What follows belongs to an exercise in optimizing a design on an open flow for small area; a production flow would make more cautious choices. The RTL was checked by simulation tests, not by an equivalence proof against the original design. Power and IR drop assume default switching activity.

==> flow/design.v <==
module s3lcd_compositor (
    input  wire        clk,
    input  wire        rst,
    input  wire        cmd_valid,
    output wire        cmd_ready,
    input  wire [7:0]  cmd_op,
    input  wire [31:0] cmd_x,
    input  wire [31:0] cmd_y,
    input  wire [31:0] cmd_w,
    input  wire [31:0] cmd_h,
    input  wire [15:0] cmd_color,
    input  wire [7:0]  cmd_alpha,
    input  wire [1:0]  cmd_wrap,       
    input  wire [31:0] cmd_src,        
    output wire        src_en,
    output wire [31:0] src_addr,
    input  wire [15:0] src_data,
    output wire        rd_en,
    output wire [11:0] rd_addr,
    input  wire [15:0] rd_data,
    output wire        wr_en,
    output wire [11:0] wr_addr,
    output wire [15:0] wr_data,
    output reg  [1:0]  rotation
);
    localparam [3:0] ST_IDLE = 4'd0;
    localparam [3:0] ST_Y1   = 4'd1;    
    localparam [3:0] ST_Y2   = 4'd2;    
    localparam [3:0] ST_M    = 4'd3;    
    localparam [3:0] ST_K    = 4'd4;    
    localparam [3:0] ST_X1   = 4'd5;    
    localparam [3:0] ST_X2   = 4'd6;    
    localparam [3:0] ST_B1   = 4'd7;    
    localparam [3:0] ST_B2   = 4'd8;    
    localparam [3:0] ST_PIX  = 4'd9;    
    localparam [3:0] ST_ROW  = 4'd10;   
    reg [3:0] st;
    reg [3:0] ph;
    reg [4:0] fc;
    wire idle = (st == ST_IDLE);
    assign cmd_ready = idle;
    wire ph0  = (ph == 4'd0);
    wire ph15 = (ph == 4'd15);
    wire s_m   = (st == ST_M);
    wire s_k   = (st == ST_K);
    wire s_y1  = (st == ST_Y1);
    wire s_y2  = (st == ST_Y2);
    wire s_x1  = (st == ST_X1);
    wire s_x2  = (st == ST_X2);
    wire s_b1  = (st == ST_B1);
    wire s_b2  = (st == ST_B2);
    wire s_pix = (st == ST_PIX);
    wire s_row = (st == ST_ROW);
    wire op_rot = (cmd_op == 8'h01);
    wire op_clr = (cmd_op == 8'h02);
    wire op_sp  = (cmd_op == 8'h10);
    wire op_hl  = (cmd_op == 8'h11);
    wire op_vl  = (cmd_op == 8'h12);
    wire op_fr  = (cmd_op == 8'h13);
    wire op_bl  = (cmd_op == 8'h20);
    wire op_ln  = op_sp | op_hl | op_vl;
    wire a_zero = (cmd_alpha == 8'd0);
    wire draw   = op_clr | ((op_ln | op_fr | op_bl) & ~a_zero);
    reg [31:0] X, Y, W, H, S;
    reg [15:0] C;
    reg [7:0]  A;
    wire [1:0] y_tail, w_tail, h_tail, s_tail;
    always @(posedge clk) begin
        if (idle) begin
            X <= cmd_x;
            Y <= cmd_y;
            W <= cmd_w;
            H <= cmd_h;
            S <= cmd_src;
            C <= cmd_color;
            A <= cmd_alpha;
        end else begin
            X <= {X[1:0], X[31:2]};
            Y <= {y_tail, Y[31:2]};
            W <= {w_tail, W[31:2]};
            H <= {h_tail, H[31:2]};
            S <= {s_tail, S[31:2]};
            A <= {A[0], A[7:1]};
        end
    end
    reg blit, clr, wx, wy, l1x, l1y, opq, xneg, yneg;
    always @(posedge clk) begin
        if (idle) begin
            blit <= op_bl;
            clr  <= op_clr;
            wx   <= cmd_wrap[0] & op_ln;
            wy   <= cmd_wrap[1] & op_ln;
            l1x  <= op_sp | op_vl;
            l1y  <= op_sp | op_hl;
            opq  <= (&cmd_alpha) | op_clr;
            xneg <= cmd_x[31] | op_clr;
            yneg <= cmd_y[31] | op_clr;
        end
    end
    reg [6:0] Wd, Hd;
    reg [5:0] Wm1;
    reg [2:0] mr;
    reg [7:0] Qd, qmax;
    always @(*) begin
        case (rotation)
            2'd0:    begin Wd = 7'd64; Hd = 7'd48; Wm1 = 6'd63; mr = 3'd1; Qd = 8'd48;  qmax = 8'd47;  end
            2'd1:    begin Wd = 7'd48; Hd = 7'd64; Wm1 = 6'd47; mr = 3'd3; Qd = 8'd192; qmax = 8'd189; end
            2'd2:    begin Wd = 7'd40; Hd = 7'd30; Wm1 = 6'd39; mr = 3'd5; Qd = 8'd150; qmax = 8'd145; end
            default: begin Wd = 7'd7;  Hd = 7'd5;  Wm1 = 6'd6;  mr = 3'd7; Qd = 8'd35;  qmax = 8'd28;  end
        endcase
    end
    wire       axis_y = s_y1 | s_y2;
    wire [6:0] Dm     = axis_y ? Hd : Wd;
    reg [1:0] dm_s;
    always @(*) begin
        case (ph)
            4'd0:    dm_s = Dm[1:0];
            4'd1:    dm_s = Dm[3:2];
            4'd2:    dm_s = Dm[5:4];
            4'd3:    dm_s = {1'b0, Dm[6]};
            default: dm_s = 2'b00;
        endcase
    end
    wire [1:0] one_s = {1'b0, ph0};
    reg empty, bigx, bigy, xlast, ylast;
    reg [5:0] col;
    reg [7:0] q;
    wire [6:0] col_p1 = {1'b0, col} + 7'd1;
    wire       col_end = (col == Wm1);
    wire [5:0] col_inc = col_end ? 6'd0 : col_p1[5:0];
    wire xl_cmp = col_end | (~bigx & (col_p1 == W[6:0]));
    wire xl     = (s_pix & ~wx & ph0) ? xl_cmp : xlast;
    wire [5:0] lo_x = xneg ? 6'd0 : X[7:2];
    reg        mb;
    wire [4:0] kidx  = s_m ? fc : ~fc;
    wire [1:0] psrc  = s_m ? W[1:0] : s_x2 ? X[1:0] : Y[1:0];
    wire       match = (ph == kidx[4:1]);
    wire       b_now = kidx[0] ? psrc[1] : psrc[0];
    wire       b_eff = match ? b_now : mb;
    wire       b_div = b_eff & ~(s_y2 & ~wy & yneg);
    reg        dly;
    wire [1:0] v   = s_k ? (X[1:0] & {2{xneg}}) :
                           (Y[1:0] & {2{xl | s_m}});
    wire       ins = s_pix | s_row;
    wire [1:0] sh_b = {v[0], ph0 ? ins : dly};
    wire [1:0] mul_b = sh_b & {2{b_eff & yneg}};
    wire [1:0] p_s   = axis_y ? Y[1:0] : X[1:0];
    wire [1:0] l_reg = axis_y ? H[1:0] : W[1:0];
    wire       pz    = (axis_y ? wy : wx) | clr;
    wire [1:0] p_g   = pz ? 2'b00 : p_s;
    wire [1:0] l_s   = (axis_y ? l1y : l1x) ? one_s : (clr ? dm_s : l_reg);
    wire       bigc  = axis_y ? bigy : bigx;
    wire       negc  = axis_y ? yneg : xneg;
    reg  [1:0] a, b;
    reg        sub;
    always @(*) begin
        a = 2'b00; b = 2'b00; sub = 1'b1;
        case (st)
            ST_M:  begin a = S[1:0]; b = mul_b; end
            ST_K:  begin a = S[1:0]; b = sh_b; end
            ST_Y1, ST_X1: begin a = p_g; b = l_s; sub = 1'b0; end
            ST_Y2, ST_X2: begin a = bigc ? dm_s : l_reg; b = negc ? 2'b00 : p_s; end
            ST_B1: begin a = W[1:0]; b = bigx ? dm_s : W[1:0]; end
            ST_B2: begin a = Y[1:0]; b = xneg ? X[1:0] : 2'b00; end
            ST_PIX: begin
                if (blit & ~xl)  begin a = S[1:0]; b = sh_b; sub = 1'b0; end
                else if (xl)     begin a = H[1:0]; b = one_s; end
                else             begin a = W[1:0]; b = one_s; end
            end
            default: begin a = S[1:0]; b = sh_b; sub = 1'b0; end    
        endcase
    end
    wire       cin0 = sub | s_pix | s_row;
    reg        cf;
    wire       c_in = ph0 ? cin0 : cf;
    wire [1:0] bb   = b ^ {2{sub}};
    wire       s0   = a[0] ^ bb[0] ^ c_in;
    wire       c1   = (a[0] & bb[0]) | (a[0] & c_in) | (bb[0] & c_in);
    wire       s1   = a[1] ^ bb[1] ^ c1;
    wire       c2   = (a[1] & bb[1]) | (a[1] & c1) | (bb[1] & c1);
    wire [1:0] res  = {s1, s0};
    reg  zf, z1f, gf;
    wire z_now  = (ph0 | zf) & (res == 2'b00);
    wire z1_now = ph0 ? (res == 2'b01) : (z1f & (res == 2'b00));
    wire g_in   = ph0 | gf;
    wire g1     = (res[0] & ~dm_s[0]) | (res[0] & g_in) | (~dm_s[0] & g_in);
    wire g2     = (res[1] & ~dm_s[1]) | (res[1] & g1)   | (~dm_s[1] & g1);
    wire n32    = a[1] ^ bb[1] ^ c2;      
    wire le0    = n32 | z_now;            
    always @(posedge clk) begin
        cf  <= c2;
        zf  <= z_now;
        z1f <= z1_now;
        gf  <= g2;
        dly <= v[1];
        if (match) mb <= b_now;
    end
    wire wr_s = s_m | s_k | s_row | (s_pix & blit & ~xl);
    wire fc0  = (fc == 5'd0);
    wire wr_h = s_y1 | (s_y2 & ~wy & fc0) | (s_pix & xl);
    wire wr_w = s_x1 | (s_pix & ~xl & ~blit & wx);
    wire wr_y = s_b1 | s_b2;
    assign s_tail = wr_s ? res : S[1:0];
    assign h_tail = wr_h ? res : H[1:0];
    assign w_tail = wr_w ? res : W[1:0];
    assign y_tail = wr_y ? res : (s_m ? sh_b : Y[1:0]);
    wire       horner = s_y2 | s_x2;
    wire       use_q  = ~s_x2;
    wire [7:0] macc   = use_q ? q : {2'b00, col};
    wire [2:0] mmul   = use_q ? mr : 3'd1;
    wire       mbit   = ~horner | b_div;
    wire [8:0] mt     = (horner ? {macc, 1'b0} : {1'b0, macc}) + (mbit ? {6'd0, mmul} : 9'd0);
    wire [7:0] Dmod   = use_q ? Qd : {1'b0, Wd};
    wire [9:0] mdiff  = {1'b0, mt} - {2'b00, Dmod};
    wire [7:0] mu_res = mdiff[9] ? mt[7:0] : mdiff[7:0];
    wire [7:0] modres = fc0 ? ({8{b_div}} & (use_q ? qmax : {2'b00, Wm1})) : mu_res;
    wire long_st = (s_m & blit) | s_y2 | (s_x2 & wx);
    wire adv     = ~long_st | (fc == 5'd31);
    always @(posedge clk) begin
        if (rst) begin
            st       <= ST_IDLE;
            rotation <= 2'd0;
        end else if (idle) begin
            if (cmd_valid) begin
                if (op_rot) rotation <= cmd_x[1:0];
                if (draw)   st <= ST_Y1;
            end
        end else if (ph15) begin
            case (st)
                ST_Y1:  st <= ST_Y2;
                ST_Y2:  if (adv) st <= ST_M;
                ST_M:   if (adv) st <= ST_K;
                ST_K:   st <= ST_X1;
                ST_X1:  st <= ST_X2;
                ST_X2:  if (adv) st <= ST_B1;
                ST_B1:  st <= ST_B2;
                ST_B2:  st <= empty ? ST_IDLE : ST_PIX;
                ST_PIX: if (xl) st <= ylast ? ST_IDLE : (blit ? ST_ROW : ST_PIX);
                default: st <= ST_PIX;
            endcase
        end
    end
    always @(posedge clk) begin
        ph <= idle ? 4'd0 : ph + 4'd1;
        if (idle)      fc <= 5'd0;
        else if (ph15) fc <= adv ? 5'd0 : fc + 5'd1;
    end
    always @(posedge clk) begin
        if (idle) begin
            empty <= 1'b0;
        end else begin
            if (s_pix & ~wx & ph0) xlast <= xl_cmp;
            if (ph15) begin
                if (s_y1 | (s_y2 & ~wy & fc0) | s_x1 | (s_x2 & ~wx))
                    empty <= empty | le0;
                if (s_y1) bigy <= g2 & ~n32;
                if (s_x1) bigx <= g2 & ~n32;
                if (s_y1 | (s_y2 & ~wy & fc0) | (s_pix & xl)) ylast <= z1_now;
                if (s_x1 | (s_pix & ~xl & ~blit & wx))  xlast <= z1_now;
                if (s_x1) col <= lo_x;
                if (s_y2) q <= modres;
                if (s_x2 & wx) col <= modres[5:0];
                if (s_pix) begin
                    if (~xl) col <= col_inc;
                    else if (~ylast) begin
                        q <= mu_res;
                        if (~wx) col <= lo_x;
                    end
                end
            end
        end
    end
    reg  [15:0] acc;
    wire [15:0] fg   = blit ? src_data : C;
    wire        abit = A[7] | opq;
    wire [15:0] sel  = abit ? fg : rd_data;
    wire [5:0]  sum_r = {1'b0, acc[15:11]} + {1'b0, sel[15:11]} + {5'd0, opq};
    wire [6:0]  sum_g = {1'b0, acc[10:5]}  + {1'b0, sel[10:5]}  + {6'd0, opq};
    wire [5:0]  sum_b = {1'b0, acc[4:0]}   + {1'b0, sel[4:0]}   + {5'd0, opq};
    always @(posedge clk) begin
        acc <= ph0 ? 16'd0 : {sum_r[5:1], sum_g[6:1], sum_b[5:1]};
    end
    wire [2:0] cadd = (rotation == 2'd1) ? {1'b0, col[5:4]} :
                      (rotation == 2'd2) ? col[5:3] : col[2:0];
    wire [7:0] qa   = q + {5'd0, cadd};
    reg [11:0] addr;
    always @(*) begin
        case (rotation)
            2'd0:    addr = {q[5:0], col};
            2'd1:    addr = {qa, col[3:0]};
            2'd2:    addr = {1'b0, qa, col[2:0]};
            default: addr = {4'd0, qa};
        endcase
    end
    assign rd_en    = s_pix & ph0;
    assign rd_addr  = addr;
    assign src_en   = s_pix & ph0 & blit;
    assign src_addr = S;
    assign wr_en    = s_pix & (ph == 4'd9);
    assign wr_addr  = addr;
    assign wr_data  = acc;
endmodule
==> flow/flow/run.sh <==
#!/bin/bash
# Standard layout, but with the smallest buffer on every input and output port.
set -euo pipefail
export BUFFER_PORTS_ARGS="-buffer_cell sky130_fd_sc_hd__buf_1"
bash standard.sh > standard_flow.log 2>&1
==> flow/standard.sh <==
#!/bin/bash
# synth_recipe.tcl (not shown) runs the flow's synth.tcl, then flattens the netlist and writes it again
# the make line also repeats each setting of config.mk as NAME=value (left out here)
make -C /OpenROAD-flow-scripts/flow DESIGN_CONFIG=/design/flow/config.mk WORK_HOME=/design/flow/orfs CLKGATE_MAP_FILE= SYNTH_SCRIPT=/design/flow/synth_recipe.tcl "${@:-finish}"
==> flow/config.mk <==
export PLATFORM = sky130hd
export DESIGN_NAME = s3lcd_compositor
export DESIGN_NICKNAME = s3lcd_compositor
export VERILOG_FILES = /design/flow/design.v
export SDC_FILE = /design/flow/constraint.sdc
export NUM_CORES = 4
export LEC_CHECK = 0
export CAP_MARGIN = 20
export CORE_MARGIN = 2
export CORE_UTILIZATION = 65
export CTS_BUF_LIST = sky130_fd_sc_hd__clkbuf_16
export CTS_CLUSTER_DIAMETER = 80
export CTS_CLUSTER_SIZE = 28
export PLACE_DENSITY = 0.75
export SLEW_MARGIN = 20
==> flow/constraint.sdc <==
create_clock -name core_clock -period 10.0 [get_ports {clk}]
set_input_delay 2.0000 -clock core_clock [delete_from_list [all_inputs] [get_ports {clk}]]
set_output_delay 2.0000 -clock core_clock [all_outputs]
set_load 0.01 [all_outputs]
==> run summary <==
==> metrics by stage <==
step	total power (uW)	cells	util	hold WS [ps]	worst slack, ps
after floorplan	1175	1645	-	398.8	4578
after global placement	1233	2114	0.7191	400.0	3573
after detailed placement	1241	2114	0.7191	405.8	3458
after CTS	1849	2135	0.7408	421.1	3399
after global routing	1904	2135	0.7411	450.1	2779
final	1840	2135	0.7411	423.5	3290
==> cell type report <==
cell class | count | area [sq um]
clock buffers | 14 | 350.3
clock inverters | 7 | 72.57
fillers | 1497 | 5055
inverters | 39 | 151.4
multi-input cells | 1247 | 6942
flip-flops and latches | 249 | 5415
well taps | 265 | 331.6
repair buffers | 314 | 1209
==> synthesized netlist by cell type, drive strengths merged, types with 16 or more instances <==
cell and instances:
and2 16, o21ai 40, nand3 28, xnor2 28
ha 44, nor2 107, mux2i 39, clkbuf 79
a21o 18, dfxtp 206, inv 39, xor2 20
buf 31, nor3 39, a21oi 87, edfxtp 43
nand2 561
==> power by group through the flow <==
| stage | Sequential, uW | Combinational, uW | Clock [uW] |
|---|---|---|---|
| floorplan | 1100 | 71.3 | 0 |
| global placement | 1110 | 127 | 0 |
| detailed placement | 1110 | 133 | 0 |
| CTS | 1090 | 135 | 628 |
| global route | 1090 | 153 | 660 |
| finish | 1090 | 136 | 618 |
==> cell usage in the layout (no fill, tap or decap), types with 12 or more instances in the layout <==
master and instances:
o21ai_0 39, nand2_1 560, buf_1 306, clkbuf_16 14
dfxtp_1 206, a21oi_1 87, mux2i_1 39, a31oi_1 12
o211ai_1 12, a21o_1 18, nor3_1 38, ha_1 44
edfxtp_1 43, xnor2_1 28, nor2b_1 12, nor2_1 106
nand3_1 28, and2_1 15, xor2_1 20, a211oi_1 12
inv_1 42
==> final timing paths <==
kind / startpoint / end / slack, ps / cells after the start
worst max register to register: st[1]$_SDFFE_PP0P_ / q[0]$_DFFE_PP_ / 3290 / 20
worst max-delay path: st[1]$_SDFFE_PP0P_ / q[0]$_DFFE_PP_ / 3290 / 20
worst min register to register: Y[4]$_DFF_P_ / Y[2]$_DFF_P_ / 420 / 2
worst min-delay path: Y[4]$_DFF_P_ / Y[2]$_DFF_P_ / 420 / 2
==> worst max-delay path, delay by kind of cell, from the launching register on <==
family | cells | cell delay [ps]
and+or+nand+nor | 9 | 2900
AOI/OAI and AO/OA | 7 | 1450
DFF | 1 | 970
adders and majority gates | 2 | 620
xor gates and xnor gates | 1 | 270
muxes | 1 | 200
==> routing by layer <==
metal  routed length, um  up-vias
met5                  11        -
met4                1462        2
met3                4200      121
met2               17650      674
met1               14970     5741
li1                    -     5969
==> sequential cells by signal, summed over array words and instances, names as in the netlist, 2 cells and up <==
name,count
A,8
C,16
H,32
S,32
W,32
X,32
Y,32
acc,16
col,6
fc,5
ph,4
q,8
rotation,2
st,4
==> cell families (layout without fill, tap and decap cells) <==
group / Yosys count / count (layout) / synth area share
xor+xnor: 49 / 49 / 0.03427
fa+ha+maj: 53 / 53 / 0.05638
simple gates: 837 / 837 / 0.2765
flops: 249 / 249 / 0.4178
mux: 42 / 42 / 0.03273
compound gates: 266 / 266 / 0.1345
buf+inv: 149 / 374 / 0.04779
==> summary.txt <==
Run status
  • Status: no timing/DRC/antenna violations

Route
  • Routed WL per cell: 17.94 um
  • Detail-routed via count per cell: 5.858
  • DRC: 0
  • Wirelength, routed: 38.30 mm
  • Via count: 12510
  • 1st-iter DRT viols: 1084
  • Final ANT Viol Nets: 0
  • DRT Pass-1 Iters: 6

Cells and area
  • Fin area: 14470 sq um
  • # diodes: 0
  • Final net count: 2146
  • Share of layout cells above drive strength 1: 0.02941
  • Area Overhead vs Synth: 11.66%

Die
  • Starting Density: 0.6637
  • Row count: 51
  • Die height: 145.2 um
  • Die area: 21080 sq um
  • CORE AREA: 19530 sq um
  • Die width: 145.2 um
  • Ports: 307

Synth
  • Synthesized area: 12960 sq um
  • Yosys warns: 1
  • Number of synthesized flops with an enable pin: 43
  • Top cell type's share of synthesized area: 0.3182
  • Top cells by area, synth: dfxtp_1 (32%), nand2_1 (16%), edfxtp_1 (10%)
  • Synth Register Bits: 249
  • Gate Count Post-Synth: 1645
  • Net Count, Synth: 1927
  • Synth cell types: 76
  • Register area share after synthesis: 0.4178
  • Ys async rst share: 0
  • Syn Area/Cell: 7.878 sq um
  • Leading area contributor after synthesis: dfxtp_1
  • Top_reg_cell synth: dfxtp_1

CTS
  • Clock transition at path regs: 110 ps
  • Postcts setup bufs: 0
  • Clock sinks: 249
  • Clock root buffer: clkbuf_16
  • H-tree Lvls: 1
  • Post-CTS Resized: 0
  • CTS tree: yes
  • Clk Latency, worst-skew pair: 480 ps
  • # hold bufs at CTS: 0
  • Num CTS Buffers: 13
  • Max clock buf depth: 3

STA
  • Clock Skew: 9.511 ps
  • Aggregate negative setup slack: 0 ps
  • Worst relative slew slack: 0.2561
  • Worst-Margin Slew: 1106 ps
  • Max-slew violations: 0
  • Final setup vio count: 0
  • Fin crit share: 0.6710
  • Hold Fails Final Rpt: 0
  • FMAX: 149.0 MHz
  • Min Tclk post-route: 6710 ps
  • Unrepaired setup endpoints after global routing: false

Power and ir drop
  • Switching power: 429.7 uW
  • Combinational power share: 0.074
  • Leakage power: 0.006291 uW
  • Switching Share: 0.2336
  • Share of power burned in the clock network: 0.336
  • Seq pwr share: 0.590
  • Internal power: 1410 uW
  • Highest ir drop seen on vdd: 0.1541 mV
  • Cell Pwr Density: 127.1 nW/um^2

Global routing
  • Vias in the first global route: 11940
  • M2 GR Usage: 0.5720
  • Grt ovf: 0
  • Top Usage Layer GRT: met2
  • Initial antenna violation count: 1
  • Largest net degree at the start of global routing: 105
  • GRT Overall Usage: 0.3498
  • M3 GR Usage: 0.09591
  • Global-route wire length before repair: 60.09 mm
  • GRT met1 Usage: 0.4429

Setup path
  • WP data required: 10200 ps
  • CP startpoint kind: flop
  • Slowest stage cell, crit path: dfxtp_1
  • WS Path Type: reg2reg
  • CP Max Fanout: 29
  • CP most frequent cell: nor2_1
  • Worst path cell trace: nand4bb_4 > or4_1 > mux2i_1 > nor2_1 > nor3_1 > o21ai_0 > nor2_1 > ha_1 > a21oi_1 > a21oi_1 > a2bb2oi_1 > nor3_1 > xnor2_1 > ha_1 > a21o_1 > or4_1 > and2_0 > nor2_1 > a21o_1 > o22ai_1
  • Crit path arrival time: 6910 ps
  • Critical Path Sink Type: flop
  • Slowest stage delay, CP: 970 ps

Min path
  • Hold Path Class: reg2reg

Placement
  • Port bufs: 306
  • GPL Wtd Cong: 0.9836
  • HPWL after DPL: 28.64 mm
  • Area after detailed placement: 14040 sq um

Job
  • # Max-Cap Violations: 0

[static timing again, ports no longer ideal]
No port has a modelled driver above. Below, the same layout with a new extraction and two added sets of constraints.
Step 1: set_driving_cell puts a clkbuf_16 on clk and a buf_2 on each other input, an assumption about the parent block.
Step 2, shift: input delay + t, output delay - t, t = (earliest + latest rising clock arrival at the registers) / 2. This alone moves slack from input paths to output paths.
a / b / c = ideal ports / drivers / drivers and shift; a / b = the first two.
t (ns): 0.522
slack for setup (ns): 3.290 / 3.290 / 3.290
worst setup path at the end: register to register
worst register clock-pin slew, ns: 0.11 / 0.11
pins driven straight from the clock port: 1
After both steps this run still meets setup and hold. The setup slack of this run moves by 0.000 ns with the drivers and by 0.000 ns with both steps.
